This design comes from an exercise in tuning for small area, a short achievable clock period and few clock cycles per item on the open sky130 flow, not from production work.
Only simulation tests tie the RTL to the original design; equivalence was not proved.

==> module pfe_bld_sb, before the edit <==
module pfe_bld_sb (
    input  wire [15:0] x,
    input  wire [18:0] y,
    input  wire [7:0]  s,
    input  wire [7:0]  d,
    input  wire        ks,      
    input  wire        kd,      
    input  wire [1:0]  am,      
    input  wire        mn,      
    input  wire        bm,      
    input  wire        dk,      
    input  wire        lt,      
    output wire [7:0]  res
);
    wire [16:0] txs = {1'b0, x} + {9'b0, x[15:8]} + 17'd128;
    wire [8:0]  tx  = txs[16:8];
    wire [18:0] tys = y + {{8{y[18]}}, y[18:8]} + 19'd128;
    wire [10:0] ty  = tys[18:8];
    wire [19:0] f = {y[18], y} + {4'hf, ~x} + {4'h0, s, d} + {4'hf, ~d, ~s} + {18'd0, ~lt, lt};
    wire f_neg   = f[19];
    wire use_alt = dk ? !f_neg : (lt & f_neg);
    wire y_lt_x = y[15:0] < x;
    wire [8:0]  u  = (mn && y_lt_x) ? ty[8:0] : tx;
    reg  [12:0] ta;
    always @* case (am)
        2'd0: ta = 13'd0;
        2'd1: ta = {4'b0, u};
        2'd2: ta = ~{4'b0, u};
        default: ta = ~{3'b0, u, 1'b0};
    endcase
    wire        tc = am[1];               
    wire [12:0] r  = ({5'b0, s} & {13{ks}}) + ({5'b0, d} & {13{kd}}) + ta + ({{2{ty[10]}}, ty} & {13{bm}}) + {12'd0, tc};
    wire [9:0]  ra = {2'b0, d} + {1'b0, tx};
    wire [7:0]  cm = r[12] ? 8'd0 : (r[11:8] != 4'd0) ? 8'd255 : r[7:0];
    wire [7:0]  ca = (ra[9:8] != 2'd0) ? 8'd255 : ra[7:0];
    assign res = use_alt ? ca : cm;
endmodule
==> module pfe_bld_prep, before the edit <==
module pfe_bld_prep (
    input  wire [4:0]  op,
    input  wire [7:0]  s,
    input  wire [7:0]  d,
    input  wire [7:0]  sa,
    input  wire [7:0]  da,
    output wire [10:0] a1,
    output reg         m1g,
    output reg  [9:0]  b2,
    output reg         g,
    output wire        need,
    output wire [7:0]  den
);
    wire is7 = op == 5'd7, is8 = op == 5'd8;
    wire is34 = (op == 5'd3) || (op == 5'd4);
    wire [7:0] c_x = op[0] ? d : s;
    wire [7:0] c_y = op[0] ? da : sa;
    wire ovl_lo = {c_x, 1'b0} <= {1'b0, c_y};
    wire [7:0] l_x = is7 ? s : d;
    wire [7:0] l_y = is7 ? sa : da;
    wire lt_c = l_x < l_y;                     
    wire d_nz = d != 8'd0, s_nz = s != 8'd0;
    assign need = is7 ? (d_nz & lt_c) : is8 ? (s_nz & lt_c) : 1'b0;
    assign den  = is7 ? sa - s : s;
    wire hi = is34 && !ovl_lo;
    reg [10:0] p, q;
    always @* begin
        p = {3'b0, ~da}; q = 11'd0;
        case (op)
            5'd1: q = {3'b0, d};
            5'd3, 5'd4: if (hi) begin p = {2'b0, 1'b1, da}; q = ~{2'b0, d, 1'b0}; end
                        else q = {2'b0, d, 1'b0};
            5'd2, 5'd11: begin p = 11'd0; q = {3'b0, d}; end
            5'd10, 5'd17, 5'd19: p = {3'b0, da};
            5'd7: if (d_nz & lt_c) p = 11'd0;
            5'd8: if (s_nz & lt_c) p = 11'd0;
            default: ;
        endcase
    end
    assign a1 = p + q;
    reg [9:0] bp, bq;
    reg       bc;
    always @* begin
        bp = ~{2'b0, d}; bq = 10'd0; bc = 1'b1; g = 1'b1; m1g = 1'b0;    
        case (op)
            5'd1: m1g = 1'b1;
            5'd3, 5'd4: begin m1g = 1'b1; if (hi) begin bp = {2'b0, d}; bq = ~{2'b0, da}; end end
            5'd2, 5'd11, 5'd17: g = 1'b0;
            5'd10: begin bp = {2'b0, d}; bc = 1'b0; g = 1'b0; end
            5'd7: begin
                if (d_nz & lt_c) begin bp = {2'b0, d}; bc = 1'b0; g = 1'b0; end
                else begin m1g = 1'b1; if (d_nz) bq = {2'b0, da}; end
            end
            5'd8: begin
                if (s_nz & lt_c) begin bq = {2'b0, da}; g = 1'b0; end
                else begin m1g = 1'b1; if (!lt_c) bq = {2'b0, da}; end
            end
            default: ;
        endcase
        b2 = bp + bq + {9'd0, bc};
    end
endmodule
==> flow/config.mk <==
export PLATFORM = sky130hd
export DESIGN_NAME = pfe_bld
export DESIGN_NICKNAME = pfe_bld
export VERILOG_FILES = /design/flow/design.v
export SDC_FILE = /design/flow/constraint.sdc
export NUM_CORES = 4
export LEC_CHECK = 0
export CAP_MARGIN = 20
export CORE_MARGIN = 2
export CORE_UTILIZATION = 40
export SETUP_SLACK_MARGIN = 5
export SLEW_MARGIN = 20
==> flow/constraint.sdc <==
create_clock -name core_clock -period 16.0 [get_ports {clk}]
set_input_delay 3.2000 -clock core_clock [delete_from_list [all_inputs] [get_ports {clk}]]
set_output_delay 3.2000 -clock core_clock [all_outputs]
set_load 0.01 [all_outputs]
run.sh (not shown) runs the stock make flow with config.mk's settings and CLKGATE_MAP_FILE= SYNTH_SCRIPT=/design/flow/synth_recipe.tcl, a recipe that flattens the netlist after the stock synthesis.
Testbench counts at the start, summed over its fixed seeds: cycles 24,846, items 16,384.
Rerun with:
--- a/flow/design.v
+++ b/flow/design.v
@@ -281,15 +281,14 @@
     wire [8:0]  u  = (mn && y_lt_x) ? ty[8:0] : tx;
     reg  [12:0] ta;
     always @* case (am)
         2'd0: ta = 13'd0;
         2'd1: ta = {4'b0, u};
-        2'd2: ta = ~{4'b0, u};
-        default: ta = ~{3'b0, u, 1'b0};
+        2'd2: ta = ~{4'b0, u} + 13'd1;
+        default: ta = ~{3'b0, u, 1'b0} + 13'd1;
     endcase
-    wire        tc = am[1];               
-    wire [12:0] r  = ({5'b0, s} & {13{ks}}) + ({5'b0, d} & {13{kd}}) + ta + ({{2{ty[10]}}, ty} & {13{bm}}) + {12'd0, tc};
+    wire [12:0] r  = ({5'b0, s} & {13{ks}}) + ({5'b0, d} & {13{kd}}) + ta + ({{2{ty[10]}}, ty} & {13{bm}});
     wire [9:0]  ra = {2'b0, d} + {1'b0, tx};
     wire [7:0]  cm = r[12] ? 8'd0 : (r[11:8] != 4'd0) ? 8'd255 : r[7:0];
     wire [7:0]  ca = (ra[9:8] != 2'd0) ? 8'd255 : ra[7:0];
     assign res = use_alt ? ca : cm;
 endmodule
@@ -331,46 +330,47 @@
     wire [7:0] l_y = is7 ? sa : da;
     wire lt_c = l_x < l_y;                     
     wire d_nz = d != 8'd0, s_nz = s != 8'd0;
     assign need = is7 ? (d_nz & lt_c) : is8 ? (s_nz & lt_c) : 1'b0;
     assign den  = is7 ? sa - s : s;
-    wire hi = is34 && !ovl_lo;
     reg [10:0] p, q;
     always @* begin
         p = {3'b0, ~da}; q = 11'd0;
         case (op)
             5'd1: q = {3'b0, d};
-            5'd3, 5'd4: if (hi) begin p = {2'b0, 1'b1, da}; q = ~{2'b0, d, 1'b0}; end
-                        else q = {2'b0, d, 1'b0};
-            5'd2, 5'd11: begin p = 11'd0; q = {3'b0, d}; end
+            5'd3, 5'd4: q = {2'b0, d, 1'b0};
+            5'd2, 5'd11: p = 11'd0;
             5'd10, 5'd17, 5'd19: p = {3'b0, da};
             5'd7: if (d_nz & lt_c) p = 11'd0;
             5'd8: if (s_nz & lt_c) p = 11'd0;
             default: ;
         endcase
+        if (op == 5'd2 || op == 5'd11) q = {3'b0, d};
     end
-    assign a1 = p + q;
-    reg [9:0] bp, bq;
-    reg       bc;
+    wire [10:0] a_sum = p + q;
+    wire [10:0] a_hi  = {2'b0, 1'b1, da} + ~{2'b0, d, 1'b0};    
+    assign a1 = (is34 && !ovl_lo) ? a_hi : a_sum;
+    wire [9:0] b_nd   = ~{2'b0, d} + 10'd1;
+    wire [9:0] b_dmda = {2'b0, d} - {2'b0, da};
+    wire [9:0] b_damd = {2'b0, da} - {2'b0, d};
     always @* begin
-        bp = ~{2'b0, d}; bq = 10'd0; bc = 1'b1; g = 1'b1; m1g = 1'b0;    
+        b2 = b_nd; g = 1'b1; m1g = 1'b0;
         case (op)
             5'd1: m1g = 1'b1;
-            5'd3, 5'd4: begin m1g = 1'b1; if (hi) begin bp = {2'b0, d}; bq = ~{2'b0, da}; end end
+            5'd3, 5'd4: begin m1g = 1'b1; if (!ovl_lo) b2 = b_dmda; end
             5'd2, 5'd11, 5'd17: g = 1'b0;
-            5'd10: begin bp = {2'b0, d}; bc = 1'b0; g = 1'b0; end
+            5'd10: begin b2 = {2'b0, d}; g = 1'b0; end
             5'd7: begin
-                if (d_nz & lt_c) begin bp = {2'b0, d}; bc = 1'b0; g = 1'b0; end
-                else begin m1g = 1'b1; if (d_nz) bq = {2'b0, da}; end
+                if (d_nz & lt_c) begin b2 = {2'b0, d}; g = 1'b0; end
+                else begin m1g = 1'b1; if (d_nz) b2 = b_damd; end
             end
             5'd8: begin
-                if (s_nz & lt_c) begin bq = {2'b0, da}; g = 1'b0; end
-                else begin m1g = 1'b1; if (!lt_c) bq = {2'b0, da}; end
+                if (s_nz & lt_c) begin b2 = b_damd; g = 1'b0; end
+                else begin m1g = 1'b1; if (!lt_c) b2 = b_damd; end
             end
             default: ;
         endcase
-        b2 = bp + bq + {9'd0, bc};
     end
 endmodule
 module pfe_bld (
     input  wire        clk,
     input  wire        rst,
Synthesized area came out higher by a few percent.
Hold slack is worse by 0.061 ns.
Worst setup slack gets worse by 0.50 ns.
Non-clock buffer count rose by 18.
Core utilization rises by 0.17 points.
First-iteration DRC count falls slightly.
Die area increases by a few percent.
Global-route usage rose by 0.18 points.
Sequential share of layout area decreases by 0.53 points.
Testbench counts after the change, summed over its fixed seeds: cycles 24,846, items 16,384.

## separate check: timing with driven ports
No port has a modelled driver above. Below, the same layouts with a new extraction and two added sets of constraints. Step 1 assumes that a clkbuf_16 drives the clock port and a buf_2 every other input. Step 2 adds t to the input delays and takes it off the output delays; t is the mean of the earliest and latest rising clock arrival at the registers after step 1. Input paths then give back, and output paths get back, about the clock's delay inside the block. Slacks: no drivers / after step 1 / after step 2; pairs: no drivers / after step 1.
run	shift t [ns]	setup slack, ns	cell pins on the clock port's net
the first run	0.816	8.943 / 8.943 / 8.943	1
the second run	0.799	8.443 / 8.443 / 8.443	1
After both steps setup and hold are still met in every run listed.
